Context: an optimization exercise on an open-source flow, tuned for small area, a short achievable clock period and few clock cycles. The choices shown serve that exercise and are no tape-out recipe.
The RTL was checked by simulation tests, not by an equivalence proof against the original design.
Power figures rest on the tool's default switching activity, not on a simulated workload.

[design/flow/design.v]
module qr_alnum (
    input  wire [5:0] idx,
    output reg  [7:0] chr
);
  always @(*) begin
    if (idx < 6'd10)      chr = 8'h30 + {2'd0, idx};
    else if (idx < 6'd36) chr = 8'h37 + {2'd0, idx};
    else begin
      case (idx)
        6'd36:   chr = 8'h20;
        6'd37:   chr = 8'h24;
        6'd38:   chr = 8'h25;
        6'd39:   chr = 8'h2A;
        6'd40:   chr = 8'h2B;
        6'd41:   chr = 8'h2D;
        6'd42:   chr = 8'h2E;
        6'd43:   chr = 8'h2F;
        default: chr = 8'h3A;
      endcase
    end
  end
endmodule
module qr_segdec (
    input  wire        clk,
    input  wire        rst,
    input  wire        start,
    input  wire [5:0]  version,
    input  wire [11:0] ndata,
    output wire        busy,
    input  wire        in_valid,
    input  wire [7:0]  in_data,
    output wire        in_ready,
    output reg         out_valid,
    output reg  [7:0]  out_char,
    output reg         seg_valid,
    output reg  [1:0]  seg_cls,
    output reg  [3:0]  seg_ind,
    output reg  [15:0] seg_len,
    output reg         seg_trunc,
    output reg         seg_bad,
    output reg  [12:0] seg_n,
    output reg  [14:0] seg_pos
);
  localparam BW = 24;                  
  localparam P_MODE = 2'd0;
  localparam P_LEN  = 2'd1;
  localparam P_DATA = 2'd2;
  function [16:0] addc(input [15:0] a, input [15:0] b, input ci);
    integer i;
    reg c;
    reg [15:0] s;
    begin
      c = ci;
      for (i = 0; i < 16; i = i + 1) begin
        s[i] = a[i] ^ b[i] ^ c;
        c    = (a[i] & b[i]) | (c & (a[i] ^ b[i]));
      end
      addc = {c, s};
    end
  endfunction
  function ge(input [15:0] a, input [15:0] b);    
    reg [16:0] t;
    begin
      t  = addc(a, ~b, 1'b1);
      ge = t[16];
    end
  endfunction
  function [15:0] add(input [15:0] a, input [15:0] b);
    reg [16:0] t;
    begin
      t   = addc(a, b, 1'b0);
      add = t[15:0];
    end
  endfunction
  function [15:0] sub(input [15:0] a, input [15:0] b);
    reg [16:0] t;
    begin
      t   = addc(a, ~b, 1'b1);
      sub = t[15:0];
    end
  endfunction
  function [3:0] add3(input [3:0] v);
    begin
      add3[3] = v[3] | (v[2] & (v[1] | v[0]));
      add3[2] = (v[3] & v[0]) | (v[2] & ~v[1] & ~v[0]);
      add3[1] = (v[3] & ~v[0]) | (~v[2] & v[1]) | (v[1] & v[0]);
      add3[0] = (v[3] & ~v[0]) | (~v[3] & ~v[2] & v[0]) | (v[2] & v[1] & ~v[0]);
    end
  endfunction
  function [11:0] bcd10(input [9:0] v);
    integer i;
    reg [21:0] s;
    begin
      s = {12'd0, v};
      for (i = 0; i < 10; i = i + 1) begin
        s[13:10] = add3(s[13:10]);
        s[17:14] = add3(s[17:14]);
        s[21:18] = add3(s[21:18]);
        s = s << 1;
      end
      bcd10 = s[21:10];
    end
  endfunction
  function [12:0] d45a(input [10:0] v);
    reg [5:0] q1, r1;
    reg [15:0] s;
    begin
      case (v[10:6])
      5'd0: begin q1 = 6'd0; r1 = 6'd0; end
      5'd1: begin q1 = 6'd1; r1 = 6'd19; end
      5'd2: begin q1 = 6'd2; r1 = 6'd38; end
      5'd3: begin q1 = 6'd4; r1 = 6'd12; end
      5'd4: begin q1 = 6'd5; r1 = 6'd31; end
      5'd5: begin q1 = 6'd7; r1 = 6'd5; end
      5'd6: begin q1 = 6'd8; r1 = 6'd24; end
      5'd7: begin q1 = 6'd9; r1 = 6'd43; end
      5'd8: begin q1 = 6'd11; r1 = 6'd17; end
      5'd9: begin q1 = 6'd12; r1 = 6'd36; end
      5'd10: begin q1 = 6'd14; r1 = 6'd10; end
      5'd11: begin q1 = 6'd15; r1 = 6'd29; end
      5'd12: begin q1 = 6'd17; r1 = 6'd3; end
      5'd13: begin q1 = 6'd18; r1 = 6'd22; end
      5'd14: begin q1 = 6'd19; r1 = 6'd41; end
      5'd15: begin q1 = 6'd21; r1 = 6'd15; end
      5'd16: begin q1 = 6'd22; r1 = 6'd34; end
      5'd17: begin q1 = 6'd24; r1 = 6'd8; end
      5'd18: begin q1 = 6'd25; r1 = 6'd27; end
      5'd19: begin q1 = 6'd27; r1 = 6'd1; end
      5'd20: begin q1 = 6'd28; r1 = 6'd20; end
      5'd21: begin q1 = 6'd29; r1 = 6'd39; end
      5'd22: begin q1 = 6'd31; r1 = 6'd13; end
      5'd23: begin q1 = 6'd32; r1 = 6'd32; end
      5'd24: begin q1 = 6'd34; r1 = 6'd6; end
      5'd25: begin q1 = 6'd35; r1 = 6'd25; end
      5'd26: begin q1 = 6'd36; r1 = 6'd44; end
      5'd27: begin q1 = 6'd38; r1 = 6'd18; end
      5'd28: begin q1 = 6'd39; r1 = 6'd37; end
      5'd29: begin q1 = 6'd41; r1 = 6'd11; end
      5'd30: begin q1 = 6'd42; r1 = 6'd30; end
      5'd31: begin q1 = 6'd44; r1 = 6'd4; end
        default: begin q1 = 6'd0; r1 = 6'd0; end
      endcase
      s    = add({10'd0, r1}, {10'd0, v[5:0]});
      d45a = {q1, s[6:0]};
    end
  endfunction
  function [11:0] d45b(input [12:0] v);
    reg g1, g2;
    reg [15:0] r, q;
    begin
      g2   = ge({9'd0, v[6:0]}, 16'd90);
      g1   = ge({9'd0, v[6:0]}, 16'd45);
      r    = sub({9'd0, v[6:0]}, g2 ? 16'd90 : g1 ? 16'd45 : 16'd0);
      q    = add({10'd0, v[12:7]}, {14'd0, g2, g1 & ~g2});
      d45b = {q[5:0], r[5:0]};
    end
  endfunction
  reg          busy_r;
  reg          fin;         
  reg  [1:0]   phase;
  reg  [1:0]   vcl;         
  reg  [BW-1:0] bbuf;       
  reg  [4:0]   cnt;
  reg  [11:0]  rcw;         
  reg          rdy;
  reg  [12:0]  rem;         
  reg          xv;
  reg          xs;          
  reg  [1:0]   xk;          
  reg  [12:0]  xx;          
  reg  [1:0]   dn;          
  reg  [11:0]  dd;          
  assign busy     = busy_r;
  assign in_ready = rdy;
  wire take = in_valid && rdy;
  wire rem0  = (rem == 13'd0);
  wire rem1  = (rem == 13'd1);
  wire rem2  = (rem == 13'd2);
  wire rem3p = !rem0 && !rem1 && !rem2;
  reg [4:0] gw;
  reg [1:0] gk;
  always @(*) begin
    gk = 2'd1;
    case (phase)
      P_MODE: gw = 5'd4;
      P_LEN:  gw = rem[4] ? {1'b0, rem[3:0]} : 5'd8;
      default: begin
        if (seg_cls == 2'd0) begin
          if (rem3p)     begin gw = 5'd10; gk = 2'd3; end
          else if (rem2) begin gw = 5'd7;  gk = 2'd2; end
          else           begin gw = 5'd4;  gk = 2'd1; end
        end else if (seg_cls == 2'd1) begin
          if (rem1)      begin gw = 5'd6;  gk = 2'd1; end
          else           begin gw = 5'd11; gk = 2'd2; end
        end else begin
          gw = 5'd8;
        end
      end
    endcase
  end
  wire [16:0] shd     = addc({11'd0, cnt}, ~{11'd0, gw}, 1'b1);
  wire        have    = shd[16];
  wire [4:0]  sh      = shd[4:0];
  wire [BW-1:0] shifted = bbuf >> sh;
  reg  [10:0] x;
  integer j;
  always @(*) begin
    for (j = 0; j < 11; j = j + 1)
      x[j] = shifted[j] && (gw > j);
  end
  reg [3:0] lw8;
  always @(*) begin
    case (x[3:0])
      4'b0001: lw8 = (vcl == 2'd0) ? 4'd2 : (vcl == 2'd1) ? 4'd4 : 4'd6;
      4'b0010: lw8 = (vcl == 2'd0) ? 4'd1 : (vcl == 2'd1) ? 4'd3 : 4'd5;
      default: lw8 = (vcl == 2'd0) ? 4'd0 : 4'd8;
    endcase
  end
  wire [15:0] tail = add({11'd0, cnt}, {12'd0, rcw[0], 3'd0});
  wire        fits = (rcw[11:1] != 11'd0) || ge(tail, {11'd0, gw});
  reg xbad;
  always @(*) begin
    if (seg_cls == 2'd0)
      xbad = (xk == 2'd3) ? ge({6'd0, xx[9:0]}, 16'd1000) :
             (xk == 2'd2) ? ge({9'd0, xx[6:0]}, 16'd100) : ge({12'd0, xx[3:0]}, 16'd10);
    else if (seg_cls == 2'd1)
      xbad = (xk == 2'd2) ? ge({5'd0, xx[10:0]}, 16'd2025) : ge({10'd0, xx[5:0]}, 16'd45);
    else
      xbad = 1'b0;
  end
  wire        alnum = (seg_cls == 2'd1);
  wire [11:0] xdd   = (seg_cls == 2'd0) ? bcd10(xx[9:0]) :
                      alnum ? d45b(xx) : {4'd0, xx[7:0]};
  wire d_free  = !dn[1];                     
  wire x_bad   = xv && !xs && xbad;
  wire x_step  = xv && !xs && !xbad && alnum;
  wire retire  = xv && d_free && (alnum ? xs : !xbad);
  wire x_ready = !xv || retire;
  reg [5:0] idx;
  always @(*) begin
    if (alnum)
      idx = dn[1] ? dd[11:6] : dd[5:0];
    else
      idx = {2'd0, dn[1] ? (dn[0] ? dd[11:8] : dd[7:4]) : dd[3:0]};
  end
  wire [7:0] c_tab;
  qr_alnum u_alnum (.idx(idx), .chr(c_tab));
  wire [7:0] head = (seg_cls == 2'd2) ? dd[7:0] : c_tab;
  wire run     = busy_r && !fin;
  wire e_mode  = run && (phase == P_MODE) && have;
  wire e_len   = run && (phase == P_LEN) && have;
  wire e_data  = run && (phase == P_DATA) && x_ready;
  wire e_end   = e_data && rem0;
  wire e_tr    = e_data && !rem0 && !fits;
  wire e_grp   = e_data && !rem0 && fits && have;
  wire e_cons  = e_mode || e_len || e_grp;
  wire [4:0]  cnt_after = e_cons ? sh : cnt;
  wire [15:0] cnt_plus  = add({11'd0, cnt_after}, 16'd8);
  wire [4:0]  cnt_next  = take ? cnt_plus[4:0] : cnt_after;
  wire [15:0] len_next  = {seg_len[7:0], x[7:0]};
  wire [15:0] rcw_dec   = sub({4'd0, rcw}, 16'd1);
  wire [15:0] pos_add   = add({1'b0, seg_pos}, {11'd0, gw});
  wire [15:0] rem_sub   = sub({3'd0, rem}, {14'd0, gk});
  wire [15:0] n_inc     = add({3'd0, seg_n}, 16'd1);
  always @(posedge clk) begin
    if (take) bbuf <= {bbuf[BW-9:0], in_data};
    cnt <= cnt_next;
    if (take) rcw <= rcw_dec[11:0];
    if (rst) begin
      busy_r    <= 1'b0;
      rdy       <= 1'b0;
      out_valid <= 1'b0;
      seg_valid <= 1'b0;
    end else if (!busy_r) begin
      out_valid <= 1'b0;
      seg_valid <= 1'b0;
      if (start) begin
        busy_r    <= 1'b1;
        rdy       <= 1'b1;
        fin       <= 1'b0;
        phase     <= P_MODE;
        vcl       <= !ge({10'd0, version}, 16'd10) ? 2'd0 :
                     !ge({10'd0, version}, 16'd27) ? 2'd1 : 2'd2;
        cnt       <= 5'd0;
        rcw       <= ndata;
        xv        <= 1'b0;
        dn        <= 2'd0;
        seg_len   <= 16'd0;
        seg_trunc <= 1'b0;
        seg_bad   <= 1'b0;
        seg_n     <= 13'd0;
        seg_pos   <= 15'd0;
      end
    end else begin
      rdy <= !fin && !ge({11'd0, cnt_next}, BW - 7);
      if (e_cons) seg_pos <= pos_add[14:0];
      if (e_mode) begin
        seg_ind <= x[3:0];
        rem     <= {8'd0, 1'b1, lw8};
        phase   <= P_LEN;
        case (x[3:0])
          4'b0001: seg_cls <= 2'd0;
          4'b0010: seg_cls <= 2'd1;
          4'b0100: seg_cls <= 2'd2;
          default: begin seg_cls <= 2'd3; fin <= 1'b1; end
        endcase
      end
      if (e_len) begin
        if (!rem[4]) begin
          seg_len <= len_next;
          rem     <= (len_next[15:13] != 3'd0) ? 13'h1fff : len_next[12:0];
          phase   <= P_DATA;
        end else begin
          seg_len <= {8'd0, x[7:0]};
          rem     <= 13'd0;
        end
      end
      if (e_end) fin <= 1'b1;
      if (e_tr) begin fin <= 1'b1; seg_trunc <= 1'b1; end
      if (retire) xv <= 1'b0;
      if (x_step) begin
        xs <= 1'b1;
        xx <= d45a(xx[10:0]);
      end
      if (x_bad) begin
        xv      <= 1'b0;
        seg_bad <= 1'b1;
        fin     <= 1'b1;
      end
      if (e_grp) begin
        xv  <= 1'b1;
        xs  <= 1'b0;
        xk  <= gk;
        xx  <= {2'd0, x};
        rem <= rem_sub[12:0];
      end
      out_valid <= (dn != 2'd0);
      if (dn != 2'd0) begin
        out_char <= head;
        dn       <= dn - 2'd1;
        seg_n    <= n_inc[12:0];
      end
      if (retire) begin
        dn <= xk;
        dd <= xdd;
      end
      seg_valid <= fin && !xv && (dn == 2'd0) && !seg_valid;
      if (seg_valid) begin
        busy_r <= 1'b0;
        rdy    <= 1'b0;
      end
    end
  end
endmodule
[design/flow/run.sh]
#!/bin/bash
# synth_recipe.tcl (not shown) runs the flow's synth.tcl, then flattens the netlist and writes it again
# the make line also repeats each setting of config.mk as NAME=value (left out here)
make -C /OpenROAD-flow-scripts/flow DESIGN_CONFIG=/design/flow/config.mk WORK_HOME=/design/flow/orfs CLKGATE_MAP_FILE= SYNTH_SCRIPT=/design/flow/synth_recipe.tcl finish
[design/flow/config.mk]
export PLATFORM = sky130hd
export DESIGN_NAME = qr_segdec
export DESIGN_NICKNAME = qr_segdec
export VERILOG_FILES = /design/flow/design.v
export SDC_FILE = /design/flow/constraint.sdc
export NUM_CORES = 4
export LEC_CHECK = 0
export ABC_AREA = 1
export CAP_MARGIN = 20
export CORE_MARGIN = 2
export CORE_UTILIZATION = 40
export PLACE_DENSITY = 0.6
export SLEW_MARGIN = 20
[design/flow/constraint.sdc]
create_clock -name core_clock -period 11.0 [get_ports {clk}]
set_input_delay 2.2000 -clock core_clock [delete_from_list [all_inputs] [get_ports {clk}]]
set_output_delay 2.2000 -clock core_clock [all_outputs]
set_load 0.01 [all_outputs]
==> out/qor.tcl, run 1 <==
set qor(worst_path_most_repeated_cell) {nand2_1}
set qor(die_y_um) 172
set qor(io_buffers) 93
set qor(worst_clock_skew_ps) 18.5
set qor(grt_start_max_net_pins) 39
set qor(final_min_period_over_clock_period_pct) 48.9
set qor(timing.fmax_mhz) 186
set qor(timing.rr.end) {fin}
set qor(power.switching_fraction_pct) 41.7
set qor(hold_end) {bbuf[23]}
set qor(worstPathMaxFanout) 15
set qor(critical_path.cell_chain) {nor2_1 -> inv_1 -> nor3_2 -> nand3_1 -> nand3_1 -> nand2_1 -> ha_1 -> fa_1 -> inv_1 -> fa_1 -> fa_1 -> inv_1 -> o21ai_0 -> o21ai_0 -> nand2_1 -> o21ai_0 -> nand2_1 -> o21ai_0 -> nand2_1 -> nand2_1 -> nor2_2 -> nor2_1 -> nand3_1 -> a21oi_1}
set qor(total_nets_after_synthesis) 1556
set qor(yosys-top-cells-area) {edfxtp_1 (35%), nand2_1 (14%), ha_1 (7.7%), dfxtp_1 (5.6%), inv_1 (5.6%)}
set qor(clock-root-buffer) {clkbuf_16}
set qor(power.density_nw_per_um2) 178
set qor(drt-total-wl_mm) 27.9
set qor(p_switching_uw) 977
set qor(proportion_of_power_drawn_by_combinational_gates_pct) 40.0
set qor(layout.cells.non_filler) 1900
set qor(run_status) {timing/DRC/antenna clean}
set qor(timing_worst_slew_pin_value_ps) 1020
set qor(worst_ep_arrival_time_ps) 5520
set qor(cell_family_contributing_the_most_delay_on_the_critical_path) {simple AND/OR/NAND/NOR gates}
set qor(cts_resized) 0
set qor(route.detailed.vias_per_inst) 5.04
set qor(cts_inserted_buffers) 17
set qor(ys_types) 52
set qor(num-fill-cells) 2738
set qor(p_clk_share_pct) 26.3
set qor(timing.final.hold_violations) 0
set qor(worst_r2r_startpoint) {rem[3]}
set qor(postSynthCellCount) 1439
set qor(dpl_cell_area_um2) 12500
set qor(vdd_ir_drop_max_v) 0.000101
set qor(worstSetupEndpointType) {register}
set qor(antenna_cells) 0
set qor(synth_seq_area_share_pct) 40.8
set qor(totalNegativeSetupSlack_ps) 0
set qor(depth_of_the_worst_register_to_register_path) 24
set qor(clock_insertion_delay_worst_skew_ps) 440
set qor(grt_overflow_total) 0
set qor(placedCellCount) 1868
set qor(dr.pass1.iters) 5
set qor(post-cts-setup-buffer-count) 0
set qor(detailed_placement_hpwl_mm) 21.2
set qor(min_period_ps) 5380
set qor(max_cap_viol_count) 0
set qor(globalplace.congestion) 0.878
set qor(multi_input_comb_area_um2) 5680
set qor(htree_levels) 4
set qor(post_drt_wl_per_cell_um) 14.7
set qor(number_of_drc_violations_after_detailed_routing_iteration_0) 792
set qor(route.met2.wl_mm) 13.0
set qor(layout.nets) 1626
set qor(syn2layout_area_growth_pct) 16.0
set qor(fin_area_um2) 13200
set qor(min-delay-start) {bbuf[15]}
set qor(die_x_um) 172
set qor(initial_utilization_pct) 40.7
set qor(synth.avg_cell_area_um2) 7.88
set qor(fp.dieArea_um2) 29700
set qor(required_ps) 11140
set qor(top_level_port_count) 94
set qor(dr.max_layer_used) {met4}
set qor(storage_element_area_um2) 4630
set qor(cp_max_stage_delay_ps) 670
set qor(met3_wirelength_mm) 1.44
set qor(grt_antenna_before_repair) 0
set qor(critical_path.n_buffers_inverters) 3
set qor(maxSlewHeadroom_pct) 31.7
set qor(power_frac_seq_pct) 33.7
set qor(setup_violations) 0
set qor(total_power_mw) 2.34
set qor(ctsLongestPathBuffers) 2
set qor(wl_met1_mm) 13.2
set qor(leakagePower_nw) 5.99
set qor(ys_ff_latch) 165
set qor(fp-row-count) 61
set qor(post_synth_top_area_share_pct) 35.2
set qor(core-area_um2) 27900
set qor(drt_drc_violations_left) 0
set qor(rsz0062_at_grt) {no}
set qor(crit_path_start_kind) {register}
set qor(clkSlewWorstSetupHoldPaths_ps) 80
set qor(clock-sinks) 165
set qor(worst_hold_path.num_cells) 0
set qor(grt_pass1_wl_mm) 45.5
set qor(synth.yosys.warnings) 2
set qor(timing_worst_setup_path_type) {reg -> reg}
set qor(cts_hold_buffers) 0
set qor(power.internal_mw) 1.36
set qor(final_layout_size_suffix_gt1_share_pct) 8.80
set qor(yosysTopAreaCell) {edfxtp_1}
set qor(detailroute.via_count) 9577
set qor(final_max_slew_viol_count) 0
set qor(timing.hold.worst.class) {reg -> reg}
set qor(antenna_violating_nets_post_route) 0
set qor(worstSetupStartpoint) {rem[3]}
set qor(worst-r2r-setup-slack_ps) 5620
set qor(global_route.usage.total_pct) 19.4
set qor(critical_path.slowest_cell) {fa_1}
set qor(vias_in_the_first_global_route) 9087
set qor(tritoncts_clock_tree) {built}
set qor(mappedNetlistArea_um2) 11300
==> layout by cell type (no fill, tap or decap), types with 6 or more instances in the layout <==
cell type          n
a21oi_1           41
nor2_1            92
xor2_1             6
nand4_1           13
o21ai_0           88
o211ai_1          29
edfxtp_1         133
clkinv_8           8
ha_1              70
nand3_1          117
o21ai_1           16
inv_2             25
inv_1            169
clkdlybuf4s50_1   93
nor3_1            15
nand2_2           27
nor2_2            11
clkbuf_16         17
nand2_4            7
fa_1              17
o22ai_1            8
nand2_1          421
dfxtp_1           32
buf_4              8
==> worst reg2reg max path: cells and delay by family, from the launching register on <==
family / cells / cell delay [ps]
simple gates: 12 / 1920
fa+ha+maj: 4 / 1480
compound gates: 5 / 710
buf+inv: 3 / 560
flops: 1 / 410
==> cell usage after synthesis, drive strengths merged <==
library cell and n:
a22oi 3, a21oi 42, a22o 1, o21bai 2, mux2i 1, nor2 106, nor3 18, clkbuf 24
a31oi 4, ha 70, clkinv 1, a211o 1, o21ai 108, nand2 455, o2111ai 2, edfxtp 133
xor2 6, nand4 14, or2 4, buf 26, a211oi 1, nand3 122, xnor2 4, o22ai 8
a21boi 1, inv 197, o211ai 29, nor4 1, a32o 1, o31ai 3, fa 17, dfxtp 32
o21a 2
==> kinds of logic after synthesis <==
kind of cell | after synthesis | synth area share, %
AOI/OAI and AO/OA | 208 | 10.7
xor gates and xnor gates | 10 | 0.772
adders and majority gates | 87 | 10.7
buffers and inverters | 248 | 9.12
DFF | 165 | 40.8
muxes | 1 | 0.0882
and+or+nand+nor | 720 | 27.8
==> cell type report <==
type                            instances  share of cell area (%)
Timing Repair Buffer                  101                    7.53
Clock buffer                           17                    3.23
Sequential cell                       165                    35.2
Clock inverter                         15                    1.53
Multi-Input combinational cell       1026                    43.2
Inverter                              198                    5.71
Tap cell                              378                    3.59
==> layer usage <==
| layer | vias to the layer above | global-route usage (%) |
|---|---|---|
| li1 | 4894 | - |
| met1 | 4390 | 26.6 |
| met2 | 268 | 32.0 |
| met3 | 25 | 3.48 |
| met4 | 0 | 4.42 |
| met5 | - | 0 |
==> metrics by stage <==
step | util (%) | setup WS, ps | hold WS, ps
3_5_place_dp | 45.0 | 5750 | 435
3_3_place_gp | 45.0 | 5770 | 434
4_1_cts | 47.2 | 5710 | 457
5_1_grt | 47.2 | 5240 | 480
6_report | 47.2 | 5620 | 457
2_1_floorplan | - | 6580 | 426
==> state kept, by name, summed over array words and instances (netlist names), 4 cells and up, named ones only <==
register	count
rem	13
seg_len	16
seg_pos	15
xx	13
out_char	8
bbuf	24
rcw	12
cnt	5
dd	12
seg_n	13
seg_ind	4
==> worst max-delay path by stage <==
| stage | end | cells after the start |
|---|---|---|
| after floorplan | seg_len[0] | 18 |
| after CTS | fin | 24 |
| after global routing | fin | 24 |
| after detailed placement | fin | 24 |
| final | fin | 24 |
| after global placement | fin | 24 |
==> power groups by stage <==
| stage | Sequential [mW] | Clock [mW] | Combinational, mW |
|---|---|---|---|
| floorplan | 0.800 | 0 | 0.656 |
| global placement | 0.802 | 0 | 0.920 |
| detailed placement | 0.803 | 0 | 0.917 |
| CTS | 0.789 | 0.629 | 0.922 |
| global route | 0.795 | 0.652 | 1.06 |
| finish | 0.788 | 0.617 | 0.936 |
Testbench counts, summed over its fixed seeds: cycles 81,257.
==> inputs of run 2 (changes only) <==
--- a/design/flow/config.mk
+++ b/design/flow/config.mk
@@ -5,7 +5,6 @@
 export SDC_FILE = /design/flow/constraint.sdc
 export NUM_CORES = 4
 export LEC_CHECK = 0
-export ABC_AREA = 1
 export CAP_MARGIN = 20
 export CORE_MARGIN = 2
 export CORE_UTILIZATION = 40
==> run 2 against run 1 <==
  * Maximum frequency down 19%
  * Largest power group unchanged
  * Routed wire length increased by 1.7%
  * Combinational power is 7.4% lower
  * Worst setup slack worse by 1300 ps
  * Global-route usage is 1.0 points lower
  * Non-clock buffer count up 5
  * Sequential power fell by 0.5%
==> out/qor.tcl, run 2 <==
set qor(tritoncts_clock_tree) {built}
set qor(fp.dieArea_um2) 31100
set qor(cts_hold_buffers) 0
set qor(leakagePower_nw) 5.23
set qor(postSynth.topFlopCell) {edfxtp_1}
set qor(max_cap_viol_count) 0
set qor(postSynthCellCount) 1210
set qor(dr.pass1.iters) 5
set qor(rsz0062_at_grt) {no}
set qor(syn2layout_area_growth_pct) 13.9
set qor(timing_worst_slew_pin_value_ps) 1010
set qor(yosysTopAreaCell) {edfxtp_1}
set qor(initial_utilization_pct) 40.3
set qor(synth_seq_area_share_pct) 39.0
set qor(detailed_placement_hpwl_mm) 20.7
set qor(mappedNetlistArea_um2) 11900
set qor(synth.avg_cell_area_um2) 9.83
set qor(clock-root-buffer) {clkbuf_16}
set qor(maxSlewHeadroom_pct) 32.1
set qor(grt_antenna_before_repair) 0
set qor(cts_inserted_buffers) 17
set qor(antenna_violating_nets_post_route) 0
set qor(global_route.usage.total_pct) 18.4
set qor(number_of_enable_type_register_cells_in_the_synthesized_netlist) 133
set qor(worst_hold_path.num_cells) 0
set qor(min_period_ps) 6670
set qor(gr-usage-met2_pct) 29.2
set qor(worst_clock_skew_ps) 18.2
set qor(total_nets_after_synthesis) 1327
set qor(power.density_nw_per_um2) 164
set qor(layout.core_utilization_pct) 45.9
set qor(core-area_um2) 29500
set qor(vias_in_the_first_global_route) 8613
set qor(io_buffers) 93
set qor(run_status) {timing/DRC/antenna clean}
set qor(detailroute.via_count) 9251
set qor(worstSetupEndpointType) {register}
set qor(post-cts-setup-buffer-count) 0
set qor(largest_registers) {bbuf x24, seg_len x16, seg_pos x15}
set qor(grt_start_max_net_pins) 39
set qor(cts_resized) 0
set qor(route.detailed.vias_per_inst) 5.60
set qor(fin_area_um2) 13500
set qor(number_of_drc_violations_after_detailed_routing_iteration_0) 833
set qor(yosys-top-cells-count) {edfxtp_1 (133), nand2_1 (100), nor2_1 (97)}
set qor(most_frequent_cells_in_the_layout) {edfxtp_1 (133), nand2_1 (100), nor2_1 (96), clkdlybuf4s50_1 (93), o21ai_0 (83)}
set qor(grt-busiest-layer) {met2}
set qor(timing.final.hold_violations) 0
set qor(async_reset_ff_share_pct) 0
set qor(grtUsageMet1_pct) 26.3
set qor(synth.yosys.warnings) 2
set qor(grt_pass1_wl_mm) 45.8
set qor(clock-sinks) 165
set qor(vdd_ir_drop_max_v) 0.000138
set qor(depth_of_the_worst_register_to_register_path) 20
set qor(dpl_cell_area_um2) 13000
set qor(ctsLongestPathBuffers) 2
set qor(globalplace.congestion) 0.856
set qor(largest_register) {bbuf}
set qor(clkSlewWorstSetupHoldPaths_ps) 70
set qor(largest_reg_flops) 24
set qor(die_x_um) 176
set qor(post_drt_wl_per_cell_um) 17.2
set qor(yosys-top-cells-area) {edfxtp_1 (34%), ha_1 (7.4%), dfxtp_1 (5.4%), o21ai_0 (3.6%), mux2i_1 (3.2%)}
set qor(final_min_period_over_clock_period_pct) 60.6
set qor(synthMostInstantiatedCell) {edfxtp_1}
set qor(post_synth_top_area_share_pct) 33.6
set qor(crit_path_start_kind) {register}
set qor(htree_levels) 4
set qor(ys_types) 102
set qor(clock_insertion_delay_worst_skew_ps) 440
set qor(final_layout_size_suffix_gt1_share_pct) 9.67
set qor(top_level_port_count) 94
set qor(timing.fmax_mhz) 150
set qor(timing_worst_setup_path_type) {reg -> reg}
set qor(die_y_um) 176
set qor(layout.nets) 1365
set qor(groute.layer.met3.usage_pct) 3.47
set qor(drt-total-wl_mm) 28.4
set qor(drt_drc_violations_left) 0
set qor(layout.cells.most_common) {edfxtp_1}
set qor(required_ps) 11360
set qor(antenna_cells) 0
set qor(total_power_mw) 2.22
set qor(fp-row-count) 63
set qor(timing.hold.worst.class) {reg -> reg}
set qor(totalNegativeSetupSlack_ps) 0
set qor(grt_overflow_total) 0
set qor(setup_violations) 0
set qor(ys_ff_latch) 165
set qor(worst_ep_arrival_time_ps) 7030
set qor(final_max_slew_viol_count) 0
set qor(worstPathMaxFanout) 23
run 2: cell types whose count changed in the layout (fill, tap and decap cells not counted), sizes merged, moves of 15 or more:
cell	previous run	this run
mux2i	1	38
inv	204	95
mux2	0	24
o211ai	29	14
and2	0	37
a21oi	42	57
nand3	122	30
o21ai	108	88
mux4	0	16
nand2	455	101
run 2: worst max-delay path, cell delays in order (launching register included):
cell	delay, ps
edfxtp_1	730
nor2b_1	410
nand4_1	130
o211ai_1	380
or2_1	220
ha_1	180
fa_1	160
inv_1	50
fa_1	420
fa_1	730
mux4_2	560
mux2_2	290
a2bb2o_1	290
a2bb2oi_1	190
a211o_1	510
inv_1	280
ha_1	340
inv_1	160
nor2_1	80
a211o_1	300
a32oi_1	170
run 2: path summary, 6_finish.rpt:
check | endpoint | startpoint | slack, ps
worst max-delay path | register | seg_cls[1] | 4330
worst max register to register | register | seg_cls[1] | 4330
worst min-delay path | bbuf[8] | bbuf[0] | 450
worst min register to register | bbuf[8] | bbuf[0] | 450
run 2: kinds of logic after synthesis:
logic type                 count (synthesis)  share of synthesized area (%)
DFF                                      165                           39.0
and+or+nand+nor                          366                           15.3
buffers and inverters                    176                           6.44
xor gates and xnor gates                  26                           1.98
adders and majority gates                 91                           10.6
AOI/OAI and AO/OA                        308                           18.2
muxes                                     78                           8.50
run 2: layout make-up:
class | count | area, um^2
Fill cell | 2820 | 15900
Multi-Input combinational cell | 869 | 6500
Sequential cell | 165 | 4630
Timing Repair Buffer | 106 | 1030
Tap cell | 390 | 488
Clock buffer | 17 | 425
Inverter | 89 | 337
Clock inverter | 15 | 136
run 2: stage by stage:
step | hold WS, ps | cells | worst slack, ps
5_1_grt | 471 | 1651 | 3890
2_1_floorplan | 426 | 1210 | 5460
3_3_place_gp | 431 | 1619 | 4560
3_5_place_dp | 442 | 1619 | 4400
6_report | 454 | 1651 | 4330
4_1_cts | 460 | 1651 | 4340
run 2: per-layer routing:
| metal | vias up | wire length (um) |
|---|---|---|
| li1 | 4528 | - |
| met1 | 4428 | 13500 |
| met2 | 269 | 13000 |
| met3 | 26 | 1550 |
| met4 | 0 | 305 |
| met5 | - | 0 |
run 2: power breakdown:
part           total, mW  internal [mW]  switching (mW)
Sequential         0.784          0.743          0.0410
Clock              0.574          0.298           0.275
Combinational      0.867          0.361           0.506
Total               2.22           1.40           0.822
==> inputs of run 3 (changes only) <==
--- a/design/flow/design.v
+++ b/design/flow/design.v
@@ -3,21 +3,20 @@
     output reg  [7:0] chr
 );
   always @(*) begin
-    if (idx < 6'd10)      chr = 8'h30 + {2'd0, idx};
-    else if (idx < 6'd36) chr = 8'h37 + {2'd0, idx};
-    else begin
-      case (idx)
-        6'd36:   chr = 8'h20;
-        6'd37:   chr = 8'h24;
-        6'd38:   chr = 8'h25;
-        6'd39:   chr = 8'h2A;
-        6'd40:   chr = 8'h2B;
-        6'd41:   chr = 8'h2D;
-        6'd42:   chr = 8'h2E;
-        6'd43:   chr = 8'h2F;
-        default: chr = 8'h3A;
-      endcase
-    end
+    case (idx)
+      6'd0:  chr = 8'h30; 6'd1:  chr = 8'h31; 6'd2:  chr = 8'h32; 6'd3:  chr = 8'h33;
+      6'd4:  chr = 8'h34; 6'd5:  chr = 8'h35; 6'd6:  chr = 8'h36; 6'd7:  chr = 8'h37;
+      6'd8:  chr = 8'h38; 6'd9:  chr = 8'h39; 6'd10: chr = 8'h41; 6'd11: chr = 8'h42;
+      6'd12: chr = 8'h43; 6'd13: chr = 8'h44; 6'd14: chr = 8'h45; 6'd15: chr = 8'h46;
+      6'd16: chr = 8'h47; 6'd17: chr = 8'h48; 6'd18: chr = 8'h49; 6'd19: chr = 8'h4A;
+      6'd20: chr = 8'h4B; 6'd21: chr = 8'h4C; 6'd22: chr = 8'h4D; 6'd23: chr = 8'h4E;
+      6'd24: chr = 8'h4F; 6'd25: chr = 8'h50; 6'd26: chr = 8'h51; 6'd27: chr = 8'h52;
+      6'd28: chr = 8'h53; 6'd29: chr = 8'h54; 6'd30: chr = 8'h55; 6'd31: chr = 8'h56;
+      6'd32: chr = 8'h57; 6'd33: chr = 8'h58; 6'd34: chr = 8'h59; 6'd35: chr = 8'h5A;
+      6'd36: chr = 8'h20; 6'd37: chr = 8'h24; 6'd38: chr = 8'h25; 6'd39: chr = 8'h2A;
+      6'd40: chr = 8'h2B; 6'd41: chr = 8'h2D; 6'd42: chr = 8'h2E; 6'd43: chr = 8'h2F;
+      default: chr = 8'h3A;
+    endcase
   end
 endmodule
 module qr_segdec (
@@ -41,7 +40,7 @@
     output reg  [12:0] seg_n,
     output reg  [14:0] seg_pos
 );
-  localparam BW = 24;                  
+  localparam BW = 22;                  
   localparam P_MODE = 2'd0;
   localparam P_LEN  = 2'd1;
   localparam P_DATA = 2'd2;
@@ -173,9 +172,7 @@
   assign busy     = busy_r;
   assign in_ready = rdy;
   wire take = in_valid && rdy;
-  wire rem0  = (rem == 13'd0);
-  wire rem1  = (rem == 13'd1);
-  wire rem2  = (rem == 13'd2);
+  reg  rem0, rem1, rem2;     
   wire rem3p = !rem0 && !rem1 && !rem2;
   reg [4:0] gw;
   reg [1:0] gk;
@@ -206,7 +203,7 @@
   integer j;
   always @(*) begin
     for (j = 0; j < 11; j = j + 1)
-      x[j] = shifted[j] && (gw > j);
+      x[j] = shifted[j] && ge({11'd0, gw}, j + 1);
   end
   reg [3:0] lw8;
   always @(*) begin
@@ -236,16 +233,11 @@
   wire x_step  = xv && !xs && !xbad && alnum;
   wire retire  = xv && d_free && (alnum ? xs : !xbad);
   wire x_ready = !xv || retire;
-  reg [5:0] idx;
-  always @(*) begin
-    if (alnum)
-      idx = dn[1] ? dd[11:6] : dd[5:0];
-    else
-      idx = {2'd0, dn[1] ? (dn[0] ? dd[11:8] : dd[7:4]) : dd[3:0]};
-  end
+  wire [5:0] idx   = dn[1] ? dd[11:6] : dd[5:0];
+  wire [3:0] digit = dn[1] ? (dn[0] ? dd[11:8] : dd[7:4]) : dd[3:0];
   wire [7:0] c_tab;
   qr_alnum u_alnum (.idx(idx), .chr(c_tab));
-  wire [7:0] head = (seg_cls == 2'd2) ? dd[7:0] : c_tab;
+  wire [7:0] head = (seg_cls == 2'd2) ? dd[7:0] : alnum ? c_tab : {4'h3, digit};
   wire run     = busy_r && !fin;
   wire e_mode  = run && (phase == P_MODE) && have;
   wire e_len   = run && (phase == P_LEN) && have;
@@ -309,6 +301,9 @@
         if (!rem[4]) begin
           seg_len <= len_next;
           rem     <= (len_next[15:13] != 3'd0) ? 13'h1fff : len_next[12:0];
+          rem0    <= (len_next == 16'd0);
+          rem1    <= (len_next == 16'd1);
+          rem2    <= (len_next == 16'd2);
           phase   <= P_DATA;
         end else begin
           seg_len <= {8'd0, x[7:0]};
@@ -332,19 +327,22 @@
         xs  <= 1'b0;
         xk  <= gk;
         xx  <= {2'd0, x};
-        rem <= rem_sub[12:0];
+        rem  <= rem_sub[12:0];
+        rem0 <= (rem == {11'd0, gk});
+        rem1 <= (rem == add({14'd0, gk}, 16'd1));
+        rem2 <= (rem == add({14'd0, gk}, 16'd2));
       end
       out_valid <= (dn != 2'd0);
       if (dn != 2'd0) begin
         out_char <= head;
-        dn       <= dn - 2'd1;
+        dn       <= {dn[1] & dn[0], !dn[0]};
         seg_n    <= n_inc[12:0];
       end
       if (retire) begin
         dn <= xk;
         dd <= xdd;
       end
-      seg_valid <= fin && !xv && (dn == 2'd0) && !seg_valid;
+      seg_valid <= fin && !xv && !dn[1] && !seg_valid;
       if (seg_valid) begin
         busy_r <= 1'b0;
         rdy    <= 1'b0;
--- a/design/flow/config.mk
+++ b/design/flow/config.mk
@@ -5,6 +5,7 @@
 export SDC_FILE = /design/flow/constraint.sdc
 export NUM_CORES = 4
 export LEC_CHECK = 0
+export ABC_AREA = 1
 export CAP_MARGIN = 20
 export CORE_MARGIN = 2
 export CORE_UTILIZATION = 40
==> run 3 against run 2 <==
  * Clock power up 7.1%
  * Sequential share of layout area up 1.6 points
  * Maximum frequency up 21%
  * Clock skew up 3.3 ps
  * Global-route usage up 2.4 points
  * Still clean on timing, DRC and antenna
  * Critical path type unchanged
  * Synthesized cell count up 19%
  * Worst setup slack better by 1200 ps
  * Sequential power down 2%
  * Count of clock-buffer cells in the layout up 1
  * Register-to-register slack better by 1200 ps
  * First-iteration DRC count down 12%
==> out/qor.tcl, run 3 <==
set qor(synth_seq_area_share_pct) 41.5
set qor(worst_r2r_startpoint) {seg_cls[1]}
set qor(fin_area_um2) 13000
set qor(min_period_ps) 5520
set qor(vias_in_the_first_global_route) 9309
set qor(yosysTopAreaCell) {edfxtp_1}
set qor(maxSlewHeadroom_pct) 35.4
set qor(post_drt_wl_per_cell_um) 15.2
set qor(fp-row-count) 61
set qor(detailed_placement_hpwl_mm) 22.0
set qor(mappedNetlistArea_um2) 11200
set qor(synthMostInstantiatedCell) {nand2_1}
set qor(synthMuxAreaShare_pct) 0.267
set qor(synth-adder-area-share_pct) 10.7
set qor(yosys-top-cells-count) {nand2_1 (420), inv_1 (195), edfxtp_1 (134)}
set qor(cp_max_stage_delay_ps) 560
set qor(power.internal_mw) 1.29
set qor(grt_antenna_before_repair) 0
set qor(clkSlewWorstSetupHoldPaths_ps) 70
set qor(depth_of_the_worst_register_to_register_path) 26
set qor(p_clk_share_pct) 29.7
set qor(ys_ff_latch) 166
set qor(grt_pass1_wl_mm) 47.8
set qor(dpl_cell_area_um2) 12400
set qor(run_status) {timing/DRC/antenna clean}
set qor(yosys.area_share.simple_pct) 26.1
set qor(final_layout_size_suffix_gt1_share_pct) 5.96
set qor(clock-root-buffer) {clkbuf_16}
set qor(ctsLongestPathBuffers) 2
set qor(cts_hold_buffers) 0
set qor(totalNegativeSetupSlack_ps) 0
set qor(postSynthCellCount) 1440
set qor(timing.hold.worst.class) {reg -> reg}
set qor(p_switching_uw) 777
set qor(total_nets_after_synthesis) 1556
set qor(hold_end) {bbuf[19]}
set qor(drt_drc_violations_left) 0
set qor(htree_levels) 4
set qor(most_frequent_cells_in_the_layout) {nand2_1 (420), inv_1 (195), edfxtp_1 (134), nor2_1 (111), o21ai_0 (106)}
set qor(rsz0062_at_grt) {no}
set qor(worst_path_most_repeated_cell) {nand2_1}
set qor(timing_worst_setup_path_type) {reg -> reg}
set qor(grt_start_max_net_pins) 44
set qor(antenna_cells) 0
set qor(synth.yosys.warnings) 2
set qor(core-area_um2) 27700
set qor(crit_path_start_kind) {register}
set qor(critical_path.n_buffers_inverters) 6
set qor(timing_worst_slew_pin_value_ps) 965
set qor(synth-compound-area-share_pct) 11.1
set qor(timing.fmax_mhz) 181
set qor(timing.final.hold_violations) 0
set qor(proportion_of_power_drawn_by_combinational_gates_pct) 32.9
set qor(dominant_combinational_cell_family_by_area_after_synthesis) {simple AND/OR/NAND/NOR gates}
set qor(die_y_um) 172
set qor(required_ps) 11340
set qor(io_buffers) 93
set qor(number_of_drc_violations_after_detailed_routing_iteration_0) 733
set qor(worstPathMaxFanout) 43
set qor(power_frac_seq_pct) 37.3
set qor(cts_resized) 0
set qor(layout.nets) 1629
set qor(clock-sinks) 166
set qor(largest_register) {bbuf}
set qor(worst_clock_skew_ps) 21.5
set qor(dr.pass1.iters) 5
set qor(largest_reg_flops) 22
set qor(tritoncts_clock_tree) {built}
set qor(fp.dieArea_um2) 29400
set qor(worst-r2r-setup-slack_ps) 5480
set qor(max_cap_viol_count) 0
set qor(yosys-top-cells-area) {edfxtp_1 (36%), nand2_1 (14%), ha_1 (7.7%), inv_1 (6.5%), dfxtp_1 (5.7%)}
set qor(critical_path.slowest_cell) {edfxtp_1}
set qor(globalplace.congestion) 0.958
set qor(die_x_um) 172
set qor(global_route.usage.total_pct) 20.8
set qor(async_reset_ff_share_pct) 0
set qor(power.density_nw_per_um2) 159
set qor(clock_insertion_delay_worst_skew_ps) 450
set qor(initial_utilization_pct) 40.5
set qor(layout.cells.most_common) {nand2_1}
set qor(vdd_ir_drop_max_v) 0.000114
set qor(post-cts-setup-buffer-count) 0
set qor(worstSetupEndpointType) {register}
set qor(leakagePower_nw) 6.01
set qor(number_of_enable_type_register_cells_in_the_synthesized_netlist) 134
set qor(synthXorXnorAreaFrac_pct) 0.780
set qor(detailroute.via_count) 9592
set qor(cell_family_contributing_the_most_delay_on_the_critical_path) {simple AND/OR/NAND/NOR gates}
set qor(ys_types) 54
set qor(top_level_port_count) 94
set qor(grt_overflow_total) 0
set qor(drt-total-wl_mm) 29.0
set qor(setup_violations) 0
set qor(final_max_slew_viol_count) 0
set qor(synth.avg_cell_area_um2) 7.80
set qor(post_synth_top_area_share_pct) 35.8
set qor(min-delay-start) {bbuf[11]}
set qor(worstSetupStartpoint) {seg_cls[1]}
set qor(route.detailed.vias_per_inst) 5.04
set qor(worst_ep_arrival_time_ps) 5860
set qor(largest_registers) {bbuf x22, seg_len x16, seg_pos x15}
set qor(power.switching_fraction_pct) 37.6
set qor(cts_inserted_buffers) 17
set qor(syn2layout_area_growth_pct) 16.0
set qor(worst_hold_path.num_cells) 0
set qor(final_min_period_over_clock_period_pct) 50.2
set qor(antenna_violating_nets_post_route) 0
set qor(postSynth.topFlopCell) {edfxtp_1}
-- run 3: changes by cell type in the layout (fill, tap and decap cells not counted), sizes merged, moves of 19 or more --
cell   delta
mux2     -24
o21ai    +31
and2     -36
nand3    +75
mux2i    -35
nand2   +334
inv     +121
nor2     +19
-- run 3: layer usage --
layer	wire [um]	track usage, %
met3	1410	4.30
met2	13500	34.5
met5	0	0
met4	612	6.74
met1	13500	27.1
-- run 3: worst max path at each step --
stage                            end  slack, ps  cells past startpoint
after floorplan           seg_len[0]       6620                     14
after global placement      register       5720                     26
after detailed placement    register       5550                     26
after CTS                   register       5520                     24
after global routing        register       4900                     26
final                       register       5480                     26
-- run 3: area by class of cell --
class	count	area, um^2
Sequential cell	166	4660
Fill cell	2761	14700
Multi-Input combinational cell	1015	5510
Tap cell	378	473
Clock buffer	18	429
Timing Repair Buffer	100	983
Inverter	213	805
Clock inverter	14	165
-- run 3: cells by family after synthesis --
| family | after synthesis |
|---|---|
| AOI/OAI and AO/OA | 217 |
| xor gates and xnor gates | 10 |
| adders and majority gates | 86 |
| buffers and inverters | 259 |
| DFF | 166 |
| muxes | 3 |
| and+or+nand+nor | 699 |
-- run 3: power groups by stage --
stage,registers (mW),logic [mW],clock network [mW]
2_1_floorplan,0.784,0.475,0
3_3_place_gp,0.784,0.666,0
3_5_place_dp,0.786,0.669,0
4_1_cts,0.772,0.674,0.625
5_1_grt,0.778,0.775,0.650
6_report,0.772,0.680,0.615
-- run 3: per-stage QoR --
| stage | utilization (%) | total power [mW] | std cells | setup WS, ps | hold WS (ps) |
|---|---|---|---|---|---|
| 4_1_cts | 47.0 | 2.07 | 1904 | 5520 | 453 |
| 6_report | 47.0 | 2.07 | 1904 | 5480 | 453 |
| 2_1_floorplan | - | 1.26 | 1440 | 6620 | 426 |
| 3_3_place_gp | 44.9 | 1.45 | 1872 | 5720 | 433 |
| 3_5_place_dp | 44.9 | 1.46 | 1872 | 5550 | 435 |
| 5_1_grt | 47.0 | 2.20 | 1904 | 4900 | 465 |
Testbench counts of run 3, summed over its fixed seeds: cycles 80,985.
==> inputs of run 4 (changes only) <==
--- a/design/flow/design.v
+++ b/design/flow/design.v
@@ -160,6 +160,8 @@
   reg  [1:0]   vcl;         
   reg  [BW-1:0] bbuf;       
   reg  [4:0]   cnt;
+  reg  [5:0]   sh;          
+  reg          shv;         
   reg  [11:0]  rcw;         
   reg          rdy;
   reg  [12:0]  rem;         
@@ -195,26 +197,24 @@
       end
     endcase
   end
-  wire [16:0] shd     = addc({11'd0, cnt}, ~{11'd0, gw}, 1'b1);
-  wire        have    = shd[16];
-  wire [4:0]  sh      = shd[4:0];
-  wire [BW-1:0] shifted = bbuf >> sh;
+  wire        have    = !sh[5];
+  wire [BW-1:0] shifted = bbuf >> sh[4:0];
   reg  [10:0] x;
   integer j;
   always @(*) begin
     for (j = 0; j < 11; j = j + 1)
       x[j] = shifted[j] && ge({11'd0, gw}, j + 1);
   end
+  wire [3:0] mode = bbuf[7:4];
   reg [3:0] lw8;
   always @(*) begin
-    case (x[3:0])
+    case (mode)
       4'b0001: lw8 = (vcl == 2'd0) ? 4'd2 : (vcl == 2'd1) ? 4'd4 : 4'd6;
       4'b0010: lw8 = (vcl == 2'd0) ? 4'd1 : (vcl == 2'd1) ? 4'd3 : 4'd5;
       default: lw8 = (vcl == 2'd0) ? 4'd0 : 4'd8;
     endcase
   end
-  wire [15:0] tail = add({11'd0, cnt}, {12'd0, rcw[0], 3'd0});
-  wire        fits = (rcw[11:1] != 11'd0) || ge(tail, {11'd0, gw});
+  wire        fits = (rcw[11:1] != 11'd0) || (rcw[0] ? (!sh[5] || sh[4:3] == 2'b11) : !sh[5]);
   reg xbad;
   always @(*) begin
     if (seg_cls == 2'd0)
@@ -243,20 +243,42 @@
   wire e_len   = run && (phase == P_LEN) && have;
   wire e_data  = run && (phase == P_DATA) && x_ready;
   wire e_end   = e_data && rem0;
-  wire e_tr    = e_data && !rem0 && !fits;
-  wire e_grp   = e_data && !rem0 && fits && have;
+  wire e_tr    = e_data && shv && !rem0 && !fits;
+  wire e_grp   = e_data && shv && !rem0 && fits && have;
   wire e_cons  = e_mode || e_len || e_grp;
-  wire [4:0]  cnt_after = e_cons ? sh : cnt;
-  wire [15:0] cnt_plus  = add({11'd0, cnt_after}, 16'd8);
-  wire [4:0]  cnt_next  = take ? cnt_plus[4:0] : cnt_after;
+  wire [15:0] gk1 = add({14'd0, gk}, 16'd1);
+  wire [15:0] gk2 = add({14'd0, gk}, 16'd2);
+  wire g_rem0 = (rem == {11'd0, gk});
+  wire g_rem1 = (rem == gk1[12:0]);
+  wire g_rem2 = (rem == gk2[12:0]);
+  reg [4:0] gw_post;
+  always @(*) begin
+    if (phase == P_MODE)
+      gw_post = {1'b0, lw8};
+    else if (phase == P_LEN && rem[4])
+      gw_post = 5'd8;
+    else if (seg_cls == 2'd0)
+      gw_post = (phase == P_DATA && g_rem2) ? 5'd7 : (phase == P_DATA && g_rem1) ? 5'd4 : 5'd10;
+    else if (seg_cls == 2'd1)
+      gw_post = (phase == P_DATA && g_rem1) ? 5'd6 : 5'd11;
+    else
+      gw_post = 5'd8;
+  end
+  wire [4:0]  cnt_after = e_cons ? sh[4:0] : cnt;
+  wire [4:0]  cnt_next  = take ? cnt_after + 5'd8 : cnt_after;
+  wire [5:0]  sh_base   = !shv   ? {1'b0, cnt} - {1'b0, gw} :
+                          e_cons ? sh - {1'b0, gw_post} : sh;
+  wire [5:0]  sh_next   = take ? sh_base + 6'd8 : sh_base;
   wire [15:0] len_next  = {seg_len[7:0], x[7:0]};
-  wire [15:0] rcw_dec   = sub({4'd0, rcw}, 16'd1);
-  wire [15:0] pos_add   = add({1'b0, seg_pos}, {11'd0, gw});
-  wire [15:0] rem_sub   = sub({3'd0, rem}, {14'd0, gk});
-  wire [15:0] n_inc     = add({3'd0, seg_n}, 16'd1);
+  wire        len_small = (len_next[15:2] == 14'd0) && (len_next[1:0] != 2'd0);
+  wire [11:0] rcw_dec   = rcw - 12'd1;
+  wire [14:0] pos_add   = seg_pos + {10'd0, gw};
+  wire [12:0] rem_sub   = rem - {11'd0, gk};
+  wire [12:0] n_inc     = seg_n + 13'd1;
   always @(posedge clk) begin
     if (take) bbuf <= {bbuf[BW-9:0], in_data};
     cnt <= cnt_next;
+    sh  <= sh_next;
     if (take) rcw <= rcw_dec[11:0];
     if (rst) begin
       busy_r    <= 1'b0;
@@ -264,16 +286,24 @@
       out_valid <= 1'b0;
       seg_valid <= 1'b0;
     end else if (!busy_r) begin
+      busy_r    <= start;
+      rdy       <= start;
       out_valid <= 1'b0;
       seg_valid <= 1'b0;
-      if (start) begin
-        busy_r    <= 1'b1;
-        rdy       <= 1'b1;
+    end else begin
+      rdy       <= !fin && !ge({11'd0, cnt_next}, BW - 7) && !seg_valid;
+      out_valid <= (dn != 2'd0);
+      seg_valid <= fin && !xv && !dn[1] && !seg_valid;
+      if (seg_valid) busy_r <= 1'b0;
+    end
+    if (!busy_r) begin
         fin       <= 1'b0;
         phase     <= P_MODE;
         vcl       <= !ge({10'd0, version}, 16'd10) ? 2'd0 :
                      !ge({10'd0, version}, 16'd27) ? 2'd1 : 2'd2;
         cnt       <= 5'd0;
+        sh        <= 6'b111100;
+        shv       <= 1'b1;
         rcw       <= ndata;
         xv        <= 1'b0;
         dn        <= 2'd0;
@@ -282,15 +312,14 @@
         seg_bad   <= 1'b0;
         seg_n     <= 13'd0;
         seg_pos   <= 15'd0;
-      end
     end else begin
-      rdy <= !fin && !ge({11'd0, cnt_next}, BW - 7);
       if (e_cons) seg_pos <= pos_add[14:0];
+      shv <= 1'b1;
       if (e_mode) begin
-        seg_ind <= x[3:0];
+        seg_ind <= mode;
         rem     <= {8'd0, 1'b1, lw8};
         phase   <= P_LEN;
-        case (x[3:0])
+        case (mode)
           4'b0001: seg_cls <= 2'd0;
           4'b0010: seg_cls <= 2'd1;
           4'b0100: seg_cls <= 2'd2;
@@ -305,6 +334,7 @@
           rem1    <= (len_next == 16'd1);
           rem2    <= (len_next == 16'd2);
           phase   <= P_DATA;
+          shv     <= !len_small;
         end else begin
           seg_len <= {8'd0, x[7:0]};
           rem     <= 13'd0;
@@ -328,11 +358,10 @@
         xk  <= gk;
         xx  <= {2'd0, x};
         rem  <= rem_sub[12:0];
-        rem0 <= (rem == {11'd0, gk});
-        rem1 <= (rem == add({14'd0, gk}, 16'd1));
-        rem2 <= (rem == add({14'd0, gk}, 16'd2));
+        rem0 <= g_rem0;
+        rem1 <= g_rem1;
+        rem2 <= g_rem2;
       end
-      out_valid <= (dn != 2'd0);
       if (dn != 2'd0) begin
         out_char <= head;
         dn       <= {dn[1] & dn[0], !dn[0]};
@@ -342,11 +371,6 @@
         dn <= xk;
         dd <= xdd;
       end
-      seg_valid <= fin && !xv && !dn[1] && !seg_valid;
-      if (seg_valid) begin
-        busy_r <= 1'b0;
-        rdy    <= 1'b0;
-      end
     end
   end
 endmodule
==> run 4 against run 3 <==
  * Area after synthesis up 2.3%
  * Synthesized cell count rose by 11%
  * Via count rose by 12%
  * Hold slack got worse by 4.7 ps
  * Non-clock buffer count is 2 lower
  * Critical path depth stayed put
  * Clock skew shrank 3.4 ps
  * Clock power decreased by 2%
  * Global-route usage rose by 0.77 points
==> out/qor.tcl, run 4 <==
set qor(antenna_cells) 0
set qor(clock-root-buffer) {clkbuf_16}
set qor(cts_hold_buffers) 0
set qor(synthMostInstantiatedCell) {nand2_1}
set qor(largest_register) {bbuf}
set qor(post_drt_wl_per_cell_um) 15.6
set qor(vdd_ir_drop_max_v) 0.0000664
set qor(tritoncts_clock_tree) {built}
set qor(worst-r2r-setup-slack_ps) 6510
set qor(initial_utilization_pct) 40.4
set qor(cts_resized) 0
set qor(worst_ep_arrival_time_ps) 4790
set qor(post-cts-setup-buffer-count) 0
set qor(fp.dieArea_um2) 30100
set qor(ctsLongestPathBuffers) 2
set qor(crit_path_start_kind) {register}
set qor(timing_worst_slew_pin_value_ps) 972
set qor(synth.avg_cell_area_um2) 7.20
set qor(postSynth.topFlopCell) {edfxtp_1}
set qor(leakagePower_nw) 5.52
set qor(number_of_drc_violations_after_detailed_routing_iteration_0) 1060
set qor(multi_input_comb_area_um2) 6070
set qor(totalNegativeSetupSlack_ps) 0
set qor(power.density_nw_per_um2) 108
set qor(maxSlewHeadroom_pct) 34.8
set qor(fp-row-count) 62
set qor(cts_inserted_buffers) 17
set qor(synth.yosys.warnings) 2
set qor(required_ps) 11310
set qor(drt_drc_violations_left) 0
set qor(grt_start_max_net_pins) 56
set qor(worstPathMaxFanout) 16
set qor(htree_levels) 4
set qor(post_synth_top_area_share_pct) 24.6
set qor(worst_clock_skew_ps) 18.1
set qor(io_buffers) 93
set qor(yosys-top-cells-area) {edfxtp_1 (25%), nand2_1 (14%), dfxtp_1 (14%), nand3_1 (5.4%), o21ai_0 (5.4%)}
set qor(core-area_um2) 28500
set qor(critical_path.slowest_cell) {nor2_2}
set qor(min_period_ps) 4490
set qor(timing.final.hold_violations) 0
set qor(final_min_period_over_clock_period_pct) 40.8
set qor(timing.rr.end) {sh[4]}
set qor(vias_in_the_first_global_route) 10000
set qor(total_nets_after_synthesis) 1681
set qor(number_of_cells_on_the_critical_path) 26
set qor(timing.fmax_mhz) 223
set qor(largest_registers) {bbuf x22, seg_len x16, seg_pos x15}
set qor(worstSetupEndpointType) {register}
set qor(global_route.usage.total_pct) 21.6
set qor(ys_ff_latch) 173
set qor(postSynthCellCount) 1597
set qor(setup_violations) 0
set qor(timing.hold.worst.class) {reg -> reg}
set qor(grt_overflow_total) 0
set qor(synth_seq_area_share_pct) 38.3
set qor(antenna_violating_nets_post_route) 0
set qor(worst_r2r_startpoint) {seg_cls[1]}
set qor(mappedNetlistArea_um2) 11500
set qor(clock-sinks) 173
set qor(detailed_placement_hpwl_mm) 23.9
set qor(rsz0062_at_grt) {no}
set qor(clkSlewWorstSetupHoldPaths_ps) 70
set qor(number_of_enable_type_register_cells_in_the_synthesized_netlist) 94
set qor(final_max_slew_viol_count) 0
set qor(globalplace.congestion) 0.914
set qor(die_x_um) 174
set qor(top_level_port_count) 94
set qor(most_frequent_cells_in_the_layout) {nand2_1 (441), inv_1 (156), nor2_1 (137), nand3_1 (123), o21ai_0 (122)}
set qor(storage_element_area_um2) 4400
set qor(syn2layout_area_growth_pct) 15.1
set qor(drt-total-wl_mm) 32.0
set qor(timing_worst_setup_path_type) {reg -> reg}
set qor(cp_max_stage_delay_ps) 590
set qor(detailroute.via_count) 10700
set qor(layout.cells.most_common) {nand2_1}
set qor(yosys-top-cells-count) {nand2_1 (441), inv_1 (157), nor2_1 (137)}
set qor(grt_antenna_before_repair) 0
set qor(depth_of_the_worst_register_to_register_path) 26
set qor(die_y_um) 174
set qor(layout.nets) 1743
set qor(cell_family_contributing_the_most_delay_on_the_critical_path) {simple AND/OR/NAND/NOR gates}
set qor(largest_reg_flops) 22
set qor(yosysTopAreaCell) {edfxtp_1}
set qor(ys_types) 59
set qor(run_status) {timing/DRC/antenna clean}
set qor(final_layout_size_suffix_gt1_share_pct) 6.46
set qor(worstSetupStartpoint) {seg_cls[1]}
set qor(grt_pass1_wl_mm) 52.2
set qor(async_reset_ff_share_pct) 0
set qor(max_cap_viol_count) 0
set qor(dr.pass1.iters) 5
set qor(route.detailed.vias_per_inst) 5.22
set qor(cp-endpoint) {sh[4]}
set qor(clock_insertion_delay_worst_skew_ps) 440
set qor(num-fill-cells) 2873
set qor(critical_path.n_buffers_inverters) 1
set qor(layout.core_utilization_pct) 46.5
set qor(holdWs_ps) 449
-- run 4: cell count changes after synthesis, sizes merged, moves of 17 or more --
cell | previous run | this run
a21oi | 48 | 100
dfxtp | 32 | 79
edfxtp | 134 | 94
ha | 69 | 40
inv | 210 | 188
nand2 | 435 | 459
nand3 | 105 | 124
nor2 | 116 | 143
o211ai | 25 | 8
o21ai | 119 | 156
-- run 4: how the worst min path moves through the flow --
stage                     startpoint  cells past startpoint  endpoint
after floorplan              bbuf[0]                      0   bbuf[8]
after global placement       bbuf[0]                      0   bbuf[8]
after detailed placement     bbuf[0]                      0   bbuf[8]
after CTS                    bbuf[0]                      0   bbuf[8]
after global routing         bbuf[0]                      0   bbuf[8]
final                        bbuf[0]                      0   bbuf[8]
-- run 4: report_power, final --
| part | internal, mW | switching, mW |
|---|---|---|
| Sequential | 0.699 | 0.0155 |
| Clock | 0.322 | 0.280 |
| Combinational | 0.0412 | 0.0705 |
| Total | 1.06 | 0.366 |
-- run 4: area by class of cell --
class / instances / area share [%]
clock inverters: 11 / 0.700
well taps: 384 / 3.63
repair buffers: 98 / 7.32
clock buffers: 21 / 3.64
inverters: 193 / 5.50
multi-input cells: 1176 / 45.9
flip-flops and latches: 173 / 33.3
-- run 4: cells by family after synthesis --
logic type / count (synthesis) / synth area share, %
fa+ha+maj: 54 / 6.79
buf+inv: 248 / 8.83
compound gates: 313 / 15.1
mux: 2 / 0.174
flops: 173 / 38.3
simple gates: 783 / 28.9
xor+xnor: 24 / 1.83
-- run 4: per-layer routing --
metal	global-route usage, %	part of all wire [%]	vias to the layer above
li1	-	-	5441
met1	28.8	46	4940
met2	35.1	46	312
met3	4.52	6.2	34
met4	6.50	1.7	0
met5	0	0	-
-- run 4: stage by stage --
step | setup slack (ps) | cells | cell area (um^2) | power (mW)
6_report | 6510 | 2056 | 13200 | 1.43
5_1_grt | 6050 | 2056 | 13200 | 1.48
4_1_cts | 6580 | 2055 | 13200 | 1.44
3_5_place_dp | 6600 | 2023 | 12600 | 0.840
3_3_place_gp | 6720 | 2023 | 12600 | 0.838
2_1_floorplan | 7310 | 1597 | 11500 | 0.798
Testbench counts of run 4, summed over its fixed seeds: cycles 80,989.

## separate check: timing with driven ports
The results above use ideal ports. As a check the final layouts listed here were re-extracted and re-timed, cells and wires unchanged.
Step 1 sets driving cells, clkbuf_16 on the clock port and buf_2 on the other inputs (assumed; they add their load-dependent delay and slew).
Step 2 times the ports against the registers' clock, not the clock port: input delays grow and output delays shrink by t, the midpoint of the rising clock arrivals with the driver on.
a / b / c = ideal ports / drivers / drivers and shift; a / b = the first two.
| run | t, ns | setup slack, ns | hold WS [ns] |
|---|---|---|---|
| run 1 | 0.481 | 5.619 / 5.619 / 5.619 | 0.457 / 0.457 / 0.457 |
| run 2 | 0.478 | 4.330 / 4.330 / 4.330 | 0.454 / 0.454 / 0.454 |
| run 3 | 0.485 | 5.483 / 5.483 / 5.483 | 0.453 / 0.453 / 0.453 |
| run 4 | 0.480 | 6.514 / 6.514 / 6.514 | 0.449 / 0.449 / 0.449 |
After both steps setup and hold are still met in every run listed.
